Context: an optimization exercise on an open-source flow, tuned for small area, a short achievable clock period and few clock cycles per item. The choices shown serve that exercise and are no tape-out recipe.
Only simulation tests tie the RTL to the original design; equivalence was not proved.
Power figures rest on the tool's default switching activity, not on a simulated workload.

==> flow/design.v (excerpt) <==
module cbus_rx (
    input  wire       clk,
    input  wire       rst,           
    input  wire       cfg_valid,
    input  wire [7:0] cfg_addr,
    input  wire       cfg_domain,    
    output wire       map_fault,
    input  wire       short_form,    
    input  wire       in_valid,
    input  wire [7:0] in_data,
    input  wire       in_last,
    output wire       in_ready,
    output wire       out_valid,
    input  wire       out_ready,
    output wire [2:0] out_type,
    output wire [7:0] out_ack_char,
    output wire       out_monitored,
    output wire       out_ok,
    output wire       out_domain,
    output wire [7:0] out_csum,
    output wire [5:0] out_len,
    output wire [3:0] out_nsubs,
    output wire [7:0] out_id,
    output wire [7:0] out_group,
    output wire [7:0] out_param,
    output wire       out_has_param
);
Size: about 3800 cells after synthesis, about 940 flip-flops, about 84 I/O pins, ~40000 µm² of cells after synthesis.
export LEC_CHECK = 0
export CAP_MARGIN = 20
export CORE_MARGIN = 2
export CORE_UTILIZATION = 40
export SLEW_MARGIN = 20
create_clock -name core_clock -period 10.0 [get_ports {clk}]
standard.sh (not shown) runs the stock make flow with config.mk's settings and CLKGATE_MAP_FILE= SYNTH_SCRIPT=/design/flow/synth_recipe.tcl, a recipe that flattens the netlist after the stock synthesis.
==> flow/flow/run.sh <==
#!/bin/bash
# The standard layout (standard.sh: ORFS synthesis through final
# routing), with these changes to how the layout is made:
#  * ports are buffered with buf_4 instead of the resizer's default pick;
#  * the resizer may change a cell's footprint when it repairs timing;
#  * clock tree sinks are clustered in larger groups (fewer clock buffers).
# Make's full output goes to flow_make.log in this folder; each ORFS step
# keeps its own log under orfs/logs/.
set -euo pipefail
bash standard.sh SETUP_SLACK_MARGIN=6.3 \
    "BUFFER_PORTS_ARGS=-buffer_cell sky130_fd_sc_hd__buf_4" \
    MATCH_CELL_FOOTPRINT=0 \
    CTS_CLUSTER_SIZE=24 CTS_CLUSTER_DIAMETER=80 \
    finish > flow_make.log 2>&1
Testbench counts at the start, summed over its fixed seeds: cycles 55,274, chars 54,986.
Rerun with:
--- a/flow/design.v
+++ b/flow/design.v
@@ -74,17 +74,17 @@
     reg [7:0]  prevc;
     reg [3:0]  nib;
     reg        crlast;
     reg        rdy;            
     reg        bev;
     reg        clr_q;          
     reg [7:0]  bq;
     reg [5:0]  len;
-    reg [7:0]  sum;
+    reg [7:0]  nsum;           
     reg [7:0]  pend;           
     reg [7:0]  bufm [2:30];    
     reg [3:0]  ws0, ws1;
     reg [7:0]  rc0, rc1;       
     reg [3:0]  ns0, ns1;
     reg        bt0, bt1;       
     reg        bd0, bd1;       
     reg        lk0, lk1;       
@@ -122,18 +122,18 @@
         end else if (cq_v) begin
             if (cq_d) mapT[cq_a] <= 1'b1;
             else      mapL[cq_a] <= 1'b1;
         end
     end
     integer i;
     always @(posedge clk) begin
         rst_q <= rst;
-        rL    <= mL8[maddr[2:0]];
-        rT    <= mT8[maddr[2:0]];
+        rL    <= mL8[pend[2:0]];    
+        rT    <= mT8[pend[2:0]];
         cq_a  <= cfg_addr;
         cq_d  <= cfg_domain;
         for (i = 0; i < 8; i = i + 1)
             pC[i] <= cfg_valid && !rst_q && (cfg_addr[2:0] == i[2:0]) &&
                      ((cfg_domain ? mL8[i] : mT8[i]) ||
                       (cq_v && (cq_a == {cfg_addr[7:3], i[2:0]}) && (cq_d != cfg_domain)));
         if (rst) begin
             cq_v    <= 1'b0;
@@ -286,17 +286,17 @@
     wire       pbt = ((pend & 8'h87) == 8'h02) && (pend != 8'h02);
     always @(posedge clk) begin
         if (bev && len >= 6'd2 && len <= 6'd30)
             bufm[len[4:0]] <= bq;
     end
     always @(posedge clk) begin
         if (clr_q) begin
             len  <= 6'd0;
-            sum  <= 8'h00;
+            nsum <= 8'h00;
             ws0  <= W_CODE;
             ws1  <= sf ? W_APP : W_SKA;
             ns0  <= 4'd0;
             ns1  <= 4'd0;
             bt0  <= 1'b0;
             bt1  <= 1'b0;
             bd0  <= 1'b0;
             bd1  <= 1'b0;
@@ -310,17 +310,17 @@
             end
             if (lk1) begin
                 bd1 <= rdL | rdT;
                 dm1 <= rdT;
                 lk1 <= 1'b0;
             end
             if (bev) begin
                 len  <= len + 6'd1;
-                sum  <= sum + bq;
+                nsum <= nsum - bq;
                 pend <= bq;
                 if (len != 6'd0) begin
                     case (ws0)
                         W_CODE: begin
                             if (pend[2:0] == 3'd5)      ws0 <= W_APP;
                             else if (pend[2:0] == 3'd3) ws0 <= W_SKB;
                             else                        ws0 <= W_FAIL;
                         end
@@ -430,17 +430,17 @@
                 cnt <= cnt - 4'd1;
             end
         end else if (pull) begin
             rp  <= poff;
             cnt <= pns;
         end
         if (f_done) begin
             ptype <= T_FRAME;
-            pa    <= 8'h00 - sum;
+            pa    <= nsum;
             plen  <= len;
             pmon  <= f_mon;
             if (f_mon) begin
                 pok  <= ok1;
                 pdom <= dm1e;
                 pns  <= ns1;
                 poff <= off1;
                 pbuf <= ok1 && (ns1 != 4'd0);
The changed run completed without violations.
Final area decreases by 1.8%.
Utilization is about the same.
Routed wire length decreases by 7.2%.
Sequential power stays flat.
Total power decreases by 0.51%.
Global-route usage decreases by 0.91 points.
Testbench counts after the change, summed over its fixed seeds: cycles 55,274, chars 54,986.


Starting RTL as in the previous note.
export LEC_CHECK = 0
export CAP_MARGIN = 20
export CORE_MARGIN = 2
export CORE_UTILIZATION = 40
export SLEW_MARGIN = 20
create_clock -name core_clock -period 10.0 [get_ports {clk}]
==> flow/flow/run.sh <==
#!/bin/bash
# The standard layout (standard.sh: ORFS synthesis through final
# routing), with these changes to how the layout is made:
#  * ports are buffered with buf_2 instead of the resizer's default pick;
#  * the resizer may change a cell's footprint when it repairs timing;
#  * clock tree sinks are clustered in larger groups (fewer clock buffers).
# Make's full output goes to flow_make.log in this folder; each ORFS step
# keeps its own log under orfs/logs/.
set -euo pipefail
bash standard.sh SETUP_SLACK_MARGIN=6.3 \
    "BUFFER_PORTS_ARGS=-buffer_cell sky130_fd_sc_hd__buf_2" \
    MATCH_CELL_FOOTPRINT=0 \
    CTS_CLUSTER_SIZE=24 CTS_CLUSTER_DIAMETER=80 \
    finish > flow_make.log 2>&1
Testbench counts at the start, summed over its fixed seeds: cycles 55,274, chars 54,986.
==> next run, changes <==
--- a/flow/design.v
+++ b/flow/design.v
@@ -72,21 +72,21 @@
     reg        started;        
     reg [2:0]  phase;
     reg [7:0]  prevc;
     reg [3:0]  nib;
     reg        crlast;
     reg        rdy;            
     reg        bev;
     reg        clr_q;          
     reg [7:0]  bq;
     reg [5:0]  len;
-    reg [7:0]  sum;
+    reg [7:0]  nsum;           
     reg [7:0]  pend;           
     reg [7:0]  bufm [2:30];    
     reg [3:0]  ws0, ws1;
     reg [7:0]  rc0, rc1;       
     reg [3:0]  ns0, ns1;
     reg        bt0, bt1;       
     reg        bd0, bd1;       
     reg        lk0, lk1;       
     reg        dm0, dm1;       
     reg [4:0]  off0, off1;
@@ -120,22 +120,22 @@
             mapL <= 256'd0;
             mapT <= 256'd0;
         end else if (cq_v) begin
             if (cq_d) mapT[cq_a] <= 1'b1;
             else      mapL[cq_a] <= 1'b1;
         end
     end
     integer i;
     always @(posedge clk) begin
         rst_q <= rst;
-        rL    <= mL8[maddr[2:0]];
-        rT    <= mT8[maddr[2:0]];
+        rL    <= mL8[pend[2:0]];    
+        rT    <= mT8[pend[2:0]];
         cq_a  <= cfg_addr;
         cq_d  <= cfg_domain;
         for (i = 0; i < 8; i = i + 1)
             pC[i] <= cfg_valid && !rst_q && (cfg_addr[2:0] == i[2:0]) &&
                      ((cfg_domain ? mL8[i] : mT8[i]) ||
                       (cq_v && (cq_a == {cfg_addr[7:3], i[2:0]}) && (cq_d != cfg_domain)));
         if (rst) begin
             cq_v    <= 1'b0;
             fault_q <= 1'b0;
         end else begin
@@ -284,21 +284,21 @@
     end
     wire [1:0] pk  = short_len(pend);
     wire       pbt = ((pend & 8'h87) == 8'h02) && (pend != 8'h02);
     always @(posedge clk) begin
         if (bev && len >= 6'd2 && len <= 6'd30)
             bufm[len[4:0]] <= bq;
     end
     always @(posedge clk) begin
         if (clr_q) begin
             len  <= 6'd0;
-            sum  <= 8'h00;
+            nsum <= 8'h00;
             ws0  <= W_CODE;
             ws1  <= sf ? W_APP : W_SKA;
             ns0  <= 4'd0;
             ns1  <= 4'd0;
             bt0  <= 1'b0;
             bt1  <= 1'b0;
             bd0  <= 1'b0;
             bd1  <= 1'b0;
             lk0  <= 1'b0;
             lk1  <= 1'b0;
@@ -308,21 +308,21 @@
                 dm0 <= rdT;
                 lk0 <= 1'b0;
             end
             if (lk1) begin
                 bd1 <= rdL | rdT;
                 dm1 <= rdT;
                 lk1 <= 1'b0;
             end
             if (bev) begin
                 len  <= len + 6'd1;
-                sum  <= sum + bq;
+                nsum <= nsum - bq;
                 pend <= bq;
                 if (len != 6'd0) begin
                     case (ws0)
                         W_CODE: begin
                             if (pend[2:0] == 3'd5)      ws0 <= W_APP;
                             else if (pend[2:0] == 3'd3) ws0 <= W_SKB;
                             else                        ws0 <= W_FAIL;
                         end
                         W_SKB: ws0 <= W_ROUTE;
                         W_ROUTE: begin
@@ -428,21 +428,21 @@
                 o_f <= e_two;
                 rp  <= e_two ? rp + 5'd3 : rp + 5'd2;
                 cnt <= cnt - 4'd1;
             end
         end else if (pull) begin
             rp  <= poff;
             cnt <= pns;
         end
         if (f_done) begin
             ptype <= T_FRAME;
-            pa    <= 8'h00 - sum;
+            pa    <= nsum;
             plen  <= len;
             pmon  <= f_mon;
             if (f_mon) begin
                 pok  <= ok1;
                 pdom <= dm1e;
                 pns  <= ns1;
                 poff <= off1;
                 pbuf <= ok1 && (ns1 != 4'd0);
             end else begin
                 pok  <= ok0;
After rerunning: Sequential cell count stays the same. Sequential power hardly moves. Register-to-register slack is worse by 0.10 ns. Total power hardly moves. Maximum frequency climbs by 1.8%. Sequential share of layout area increases by 0.19 points. Synthesized cell count decreases by 3.0%. Design area drops by 0.39%. Utilization went up by 0.55 points. Clock-buffer cell count went down by 7. Combinational power came out lower by about 1%. Critical path depth is lower by 3.
Testbench counts after the change, summed over its fixed seeds: cycles 55,274, chars 54,986.

## what the ideal ports hide
Ports are ideal in the flow. The routed layouts listed here were re-timed in OpenROAD.
Step 1, drivers: a clkbuf_16 drives clk and a buf_2 each remaining input, both assumed.
Step 2 also shifts input and output timing later by t, the mid clock arrival at the registers, as if the neighbouring blocks saw the same clock.
a / b / c = ideal ports / drivers / drivers and shift; a / b = the first two.
run | t (ns) | setup WS [ns] | worst setup path at the end | slew at the worst register clock pin (ns) | worst slew at a driven data input, ns
the first run of note 1 | 0.720 | 6.202 / 6.218 / 5.513 | input to register | 0.10 / 0.10 | 0.14
the second run of note 1 | 0.711 | 6.254 / 6.280 / 5.581 | input to register | 0.11 / 0.11 | 0.11
the first run of note 2 | 0.712 | 6.140 / 6.167 / 5.455 | input to register | 0.10 / 0.10 | 0.15
the second run of note 2 | 0.729 | 6.208 / 6.205 / 5.505 | input to register | 0.10 / 0.10 | 0.18
After both steps every run listed still meets setup and hold. The setup slack of the second run of note 2, which loses most, moves by -0.003 ns with the drivers and by -0.703 ns with both steps.
